This design comes from an exercise in tuning for small area, a short achievable clock period and few clock cycles on the open sky130 flow, not from production work.
Where RTL was checked, it was by simulation tests only, not by an equivalence proof against the original.
No activity file was given, so power comes from the tool's default toggle rates.

==> inputs of run P <==
## shtp_rx
module shtp_rx (
    input  wire        clk,
    input  wire        rst,
    input  wire        in_valid,
    input  wire [7:0]  in_data,
    output wire        in_ready,
    output wire        pkt_done,
    input  wire [7:0]  rd_id,
    output reg         rd_valid,
    output reg  [1:0]  rd_acc,
    output reg  [63:0] rd_w,
    output reg  [98:0] rd_conf,
    output wire [5:0]  stat,
    output reg         flag_id,
    output reg  [7:0]  pid_major,
    output reg  [7:0]  pid_minor,
    output reg  [31:0] pid_part,
    output reg  [31:0] pid_build,
    output reg  [15:0] pid_patch,
    output reg         cmdresp_valid,
    output reg  [7:0]  cmdresp_cmd,
    output reg  [7:0]  cmdresp_status,
    output reg         cal_started,
    output reg         dcd_saved
);
    localparam QN = 46;
    localparam [3:0] S_STEPS = 4'd11, S_STAB = 4'd12, S_SHAKE = 4'd13,
                     S_ACT = 4'd14, S_NONE = 4'd15;
    function [3:0] rt_slot(input [7:0] id);
        case (id)
            8'h01: rt_slot = 4'd0;
            8'h02: rt_slot = 4'd1;
            8'h03: rt_slot = 4'd2;
            8'h04: rt_slot = 4'd3;
            8'h05: rt_slot = 4'd4;
            8'h06: rt_slot = 4'd5;
  ...
==> flow/config.mk <==
export PLATFORM = sky130hd
export DESIGN_NAME = shtp_rx
export DESIGN_NICKNAME = shtp_rx
export VERILOG_FILES = /design/flow/design.v
export SDC_FILE = /design/flow/constraint.sdc
export NUM_CORES = 4
export LEC_CHECK = 0
export CAP_MARGIN = 20
export CORE_MARGIN = 2
export CORE_UTILIZATION = 62
export CTS_BUF_LIST = sky130_fd_sc_hd__clkbuf_8
export CTS_CLUSTER_DIAMETER = 50
export CTS_CLUSTER_SIZE = 24
export PLACE_DENSITY = 0.7
export SETUP_SLACK_MARGIN = 3.6
export SLEW_MARGIN = 20
export TNS_END_PERCENT = 0
==> flow/constraint.sdc <==
create_clock -name core_clock -period 8.0 [get_ports {clk}]
set_input_delay 1.6000 -clock core_clock [delete_from_list [all_inputs] [get_ports {clk}]]
set_output_delay 1.6000 -clock core_clock [all_outputs]
set_load 0.01 [all_outputs]
standard.sh (not shown) runs the stock make flow with config.mk's settings and CLKGATE_MAP_FILE= SYNTH_SCRIPT=/design/flow/synth_recipe.tcl, a recipe that flattens the netlist after the stock synthesis.
==> flow/flow/run.sh <==
#!/bin/bash
# Standard layout (the standard flow's own synthesis and ORFS steps), with the resizer free
# to change a cell's footprint and the port buffers made from buf_4 cells.
set -euo pipefail
bash standard.sh MATCH_CELL_FOOTPRINT=0 "BUFFER_PORTS_ARGS=-buffer_cell sky130_fd_sc_hd__buf_4" finish > orfs_make.log 2>&1
==> inputs of run F, as changes to run P <==
--- a/flow/design.v
+++ b/flow/design.v
@@ -454,49 +454,43 @@
         end else if (b_data && !bcmd && !bpid && bslot == S_ACT && !bskip) begin
             for (i = 0; i < 9; i = i + 1)
                 if (bidx == i + 2)
                     act_conf[i] <= conf_new;
         end
     end
     wire        rd_hz = (rd_id[7:5] == 3'b000);
     wire [14:0] rd_hit;
-    assign rd_hit[0]  = rd_id[4:0] == 5'h01;
-    assign rd_hit[1]  = rd_id[4:0] == 5'h02;
-    assign rd_hit[2]  = rd_id[4:0] == 5'h03;
-    assign rd_hit[3]  = rd_id[4:0] == 5'h04;
-    assign rd_hit[4]  = rd_id[4:0] == 5'h05;
-    assign rd_hit[5]  = rd_id[4:0] == 5'h06;
-    assign rd_hit[6]  = rd_id[4:0] == 5'h08;
-    assign rd_hit[7]  = rd_id[4:0] == 5'h09;
-    assign rd_hit[8]  = rd_id[4:0] == 5'h14;
-    assign rd_hit[9]  = rd_id[4:0] == 5'h15;
-    assign rd_hit[10] = rd_id[4:0] == 5'h16;
-    assign rd_hit[11] = rd_id[4:0] == 5'h11;
-    assign rd_hit[12] = rd_id[4:0] == 5'h13;
-    assign rd_hit[13] = rd_id[4:0] == 5'h19;
-    assign rd_hit[14] = rd_id[4:0] == 5'h1E;
+    assign rd_hit[0]  = rd_hz && rd_id[4:0] == 5'h01;
+    assign rd_hit[1]  = rd_hz && rd_id[4:0] == 5'h02;
+    assign rd_hit[2]  = rd_hz && rd_id[4:0] == 5'h03;
+    assign rd_hit[3]  = rd_hz && rd_id[4:0] == 5'h04;
+    assign rd_hit[4]  = rd_hz && rd_id[4:0] == 5'h05;
+    assign rd_hit[5]  = rd_hz && rd_id[4:0] == 5'h06;
+    assign rd_hit[6]  = rd_hz && rd_id[4:0] == 5'h08;
+    assign rd_hit[7]  = rd_hz && rd_id[4:0] == 5'h09;
+    assign rd_hit[8]  = rd_hz && rd_id[4:0] == 5'h14;
+    assign rd_hit[9]  = rd_hz && rd_id[4:0] == 5'h15;
+    assign rd_hit[10] = rd_hz && rd_id[4:0] == 5'h16;
+    assign rd_hit[11] = rd_hz && rd_id[4:0] == 5'h11;
+    assign rd_hit[12] = rd_hz && rd_id[4:0] == 5'h13;
+    assign rd_hit[13] = rd_hz && rd_id[4:0] == 5'h19;
+    assign rd_hit[14] = rd_hz && rd_id[4:0] == 5'h1E;
     wire [14:0] rd_sel = rd_hit & lr_valid;
-    reg [1:0]  r_acc;
-    reg [63:0] r_w;
-    reg [98:0] r_conf;
     always @(*) begin
-        r_acc  = 2'b00;
-        r_w    = 64'd0;
-        r_conf = 99'd0;
+        rd_valid = |rd_sel;
+        rd_acc   = 2'b00;
+        rd_w     = 64'd0;
+        rd_conf  = 99'd0;
         for (i = 0; i < 11; i = i + 1) begin
-            r_acc     = r_acc     | ({2{rd_sel[i]}}  & vacc[i]);
-            r_w[47:0] = r_w[47:0] | ({48{rd_sel[i]}} & {vw2[i], vw1[i], vw0[i]});
+            rd_acc     = rd_acc     | ({2{rd_sel[i]}}  & vacc[i]);
+            rd_w[47:0] = rd_w[47:0] | ({48{rd_sel[i]}} & {vw2[i], vw1[i], vw0[i]});
         end
-        r_w[63:48] = ({16{rd_sel[4]}} & vw3[0]) | ({16{rd_sel[6]}} & vw3[1]) |
-                     ({16{rd_sel[7]}} & vw3[2]);
-        r_w[15:0]  = r_w[15:0] | ({16{rd_sel[S_STEPS]}} & steps_count)
-                               | ({16{rd_sel[S_STAB]}}  & {13'd0, stab_cls})
-                               | ({16{rd_sel[S_SHAKE]}} & {15'd0, shake_det})
-                               | ({16{rd_sel[S_ACT]}}   & {12'd0, act_ml});
+        rd_w[63:48] = ({16{rd_sel[4]}} & vw3[0]) | ({16{rd_sel[6]}} & vw3[1]) |
+                      ({16{rd_sel[7]}} & vw3[2]);
+        rd_w[15:0]  = rd_w[15:0] | ({16{rd_sel[S_STEPS]}} & steps_count)
+                                 | ({16{rd_sel[S_STAB]}}  & {13'd0, stab_cls})
+                                 | ({16{rd_sel[S_SHAKE]}} & {15'd0, shake_det})
+                                 | ({16{rd_sel[S_ACT]}}   & {12'd0, act_ml});
         for (i = 0; i < 9; i = i + 1)
-            r_conf[11*i +: 11] = {11{rd_sel[S_ACT]}} & act_conf[i];
-        rd_valid = rd_hz & (|rd_sel);
-        rd_acc   = {2{rd_hz}}  & r_acc;
-        rd_w     = {64{rd_hz}} & r_w;
-        rd_conf  = {99{rd_hz}} & r_conf;
+            rd_conf[11*i +: 11] = {11{rd_sel[S_ACT]}} & act_conf[i];
     end
 endmodule
==> flow/run.sh (new file) <==
#!/bin/bash
# synth_recipe.tcl (not shown) runs the flow's synth.tcl, then flattens the netlist and writes it again
# the make line also repeats each setting of config.mk as NAME=value (left out here)
make -C /OpenROAD-flow-scripts/flow DESIGN_CONFIG=/design/flow/config.mk WORK_HOME=/design/flow/orfs CLKGATE_MAP_FILE= SYNTH_SCRIPT=/design/flow/synth_recipe.tcl finish
CORE_UTILIZATION = 55   (was 62)
CTS_BUF_LIST = unset   (was sky130_fd_sc_hd__clkbuf_8)
CTS_CLUSTER_DIAMETER = unset   (was 50)
CTS_CLUSTER_SIZE = unset   (was 24)
PLACE_DENSITY = 0.65   (was 0.7)
removed: flow/flow/run.sh
removed: flow/standard.sh
==> inputs of run M, as changes to run P <==
--- a/flow/design.v
+++ b/flow/design.v
@@ -454,49 +454,43 @@
         end else if (b_data && !bcmd && !bpid && bslot == S_ACT && !bskip) begin
             for (i = 0; i < 9; i = i + 1)
                 if (bidx == i + 2)
                     act_conf[i] <= conf_new;
         end
     end
     wire        rd_hz = (rd_id[7:5] == 3'b000);
     wire [14:0] rd_hit;
-    assign rd_hit[0]  = rd_id[4:0] == 5'h01;
-    assign rd_hit[1]  = rd_id[4:0] == 5'h02;
-    assign rd_hit[2]  = rd_id[4:0] == 5'h03;
-    assign rd_hit[3]  = rd_id[4:0] == 5'h04;
-    assign rd_hit[4]  = rd_id[4:0] == 5'h05;
-    assign rd_hit[5]  = rd_id[4:0] == 5'h06;
-    assign rd_hit[6]  = rd_id[4:0] == 5'h08;
-    assign rd_hit[7]  = rd_id[4:0] == 5'h09;
-    assign rd_hit[8]  = rd_id[4:0] == 5'h14;
-    assign rd_hit[9]  = rd_id[4:0] == 5'h15;
-    assign rd_hit[10] = rd_id[4:0] == 5'h16;
-    assign rd_hit[11] = rd_id[4:0] == 5'h11;
-    assign rd_hit[12] = rd_id[4:0] == 5'h13;
-    assign rd_hit[13] = rd_id[4:0] == 5'h19;
-    assign rd_hit[14] = rd_id[4:0] == 5'h1E;
+    assign rd_hit[0]  = rd_hz && rd_id[4:0] == 5'h01;
+    assign rd_hit[1]  = rd_hz && rd_id[4:0] == 5'h02;
+    assign rd_hit[2]  = rd_hz && rd_id[4:0] == 5'h03;
+    assign rd_hit[3]  = rd_hz && rd_id[4:0] == 5'h04;
+    assign rd_hit[4]  = rd_hz && rd_id[4:0] == 5'h05;
+    assign rd_hit[5]  = rd_hz && rd_id[4:0] == 5'h06;
+    assign rd_hit[6]  = rd_hz && rd_id[4:0] == 5'h08;
+    assign rd_hit[7]  = rd_hz && rd_id[4:0] == 5'h09;
+    assign rd_hit[8]  = rd_hz && rd_id[4:0] == 5'h14;
+    assign rd_hit[9]  = rd_hz && rd_id[4:0] == 5'h15;
+    assign rd_hit[10] = rd_hz && rd_id[4:0] == 5'h16;
+    assign rd_hit[11] = rd_hz && rd_id[4:0] == 5'h11;
+    assign rd_hit[12] = rd_hz && rd_id[4:0] == 5'h13;
+    assign rd_hit[13] = rd_hz && rd_id[4:0] == 5'h19;
+    assign rd_hit[14] = rd_hz && rd_id[4:0] == 5'h1E;
     wire [14:0] rd_sel = rd_hit & lr_valid;
-    reg [1:0]  r_acc;
-    reg [63:0] r_w;
-    reg [98:0] r_conf;
     always @(*) begin
-        r_acc  = 2'b00;
-        r_w    = 64'd0;
-        r_conf = 99'd0;
+        rd_valid = |rd_sel;
+        rd_acc   = 2'b00;
+        rd_w     = 64'd0;
+        rd_conf  = 99'd0;
         for (i = 0; i < 11; i = i + 1) begin
-            r_acc     = r_acc     | ({2{rd_sel[i]}}  & vacc[i]);
-            r_w[47:0] = r_w[47:0] | ({48{rd_sel[i]}} & {vw2[i], vw1[i], vw0[i]});
+            rd_acc     = rd_acc     | ({2{rd_sel[i]}}  & vacc[i]);
+            rd_w[47:0] = rd_w[47:0] | ({48{rd_sel[i]}} & {vw2[i], vw1[i], vw0[i]});
         end
-        r_w[63:48] = ({16{rd_sel[4]}} & vw3[0]) | ({16{rd_sel[6]}} & vw3[1]) |
-                     ({16{rd_sel[7]}} & vw3[2]);
-        r_w[15:0]  = r_w[15:0] | ({16{rd_sel[S_STEPS]}} & steps_count)
-                               | ({16{rd_sel[S_STAB]}}  & {13'd0, stab_cls})
-                               | ({16{rd_sel[S_SHAKE]}} & {15'd0, shake_det})
-                               | ({16{rd_sel[S_ACT]}}   & {12'd0, act_ml});
+        rd_w[63:48] = ({16{rd_sel[4]}} & vw3[0]) | ({16{rd_sel[6]}} & vw3[1]) |
+                      ({16{rd_sel[7]}} & vw3[2]);
+        rd_w[15:0]  = rd_w[15:0] | ({16{rd_sel[S_STEPS]}} & steps_count)
+                                 | ({16{rd_sel[S_STAB]}}  & {13'd0, stab_cls})
+                                 | ({16{rd_sel[S_SHAKE]}} & {15'd0, shake_det})
+                                 | ({16{rd_sel[S_ACT]}}   & {12'd0, act_ml});
         for (i = 0; i < 9; i = i + 1)
-            r_conf[11*i +: 11] = {11{rd_sel[S_ACT]}} & act_conf[i];
-        rd_valid = rd_hz & (|rd_sel);
-        rd_acc   = {2{rd_hz}}  & r_acc;
-        rd_w     = {64{rd_hz}} & r_w;
-        rd_conf  = {99{rd_hz}} & r_conf;
+            rd_conf[11*i +: 11] = {11{rd_sel[S_ACT]}} & act_conf[i];
     end
 endmodule
CTS_CLUSTER_DIAMETER = 45   (was 50)
CTS_CLUSTER_SIZE = 20   (was 24)
==> results.txt <==
- The highest core utilization belongs to run M, the lowest to run F.
- Against run M, the die area of run F is larger by about 13%.
- In run M the count of clock-buffer cells in the layout is higher than in run P, by 14.
- Against run M, the sequential share of layout area of run P is lower by 0.40 points.
==> figures <==
item	run F	run P	run M
Status	complete, no violations	complete, no violations	complete, no violations
Multi-input combinational area share	0.340	0.359	0.353
Most frequent cell after synthesis	nand2_1	dfxtp_1	nand2_1
Actual transition at the worst max-transition pin	1150 ps	1190 ps	1190 ps
Wire length on met1	71400 µm	72000 µm	68300 µm
Internal portion of total power	12.1 mW	10.6 mW	10.9 mW
Post-CTS Resized	294	112	106
Worst endpoint data arrival time	3750 ps	3610 ps	3600 ps
Count of cell types in the netlist	83	93	83
Global-route wire length before repair	271000 µm	274000 µm	267000 µm
Testbench counts of run F, summed over its fixed seeds: cycles 54,952.
Testbench counts of run M, summed over its fixed seeds: cycles 54,952.
Only the layout flow was run in run P; the RTL was not checked for function there.

[separate check: timing with driven ports]
In the flow no input, the clock included, has a driving cell. The finished layouts below were timed again as built, in two steps. Step 1 sets driving cells, clkbuf_16 on the clock port and buf_2 on the other inputs (assumed; they add their load-dependent delay and slew). Step 2 moves the port delays by t, midway between the first and last clock arrival at a register: inputs arrive t later, outputs are due t later. That takes back most of the time a late clock gives input paths. Slacks: no drivers / after step 1 / after step 2; pairs: no drivers / after step 1.
run	t, ns	setup WS [ns]	worst setup path after step 2	worst register clock-pin slew, ns	pins driven straight from the clock port
run P	0.931	2.787 / 2.652 / 2.252	input to register	0.12 / 0.12	1
run F	0.817	2.649 / 2.522 / 2.286	input to register	0.07 / 0.07	1
run M	0.937	2.795 / 2.680 / 2.345	input to register	0.11 / 0.11	1
After both steps setup and hold are still met in every run listed. For run P, which loses most, drivers alone change the setup slack by -0.135 ns; drivers and shift together by -0.535 ns.
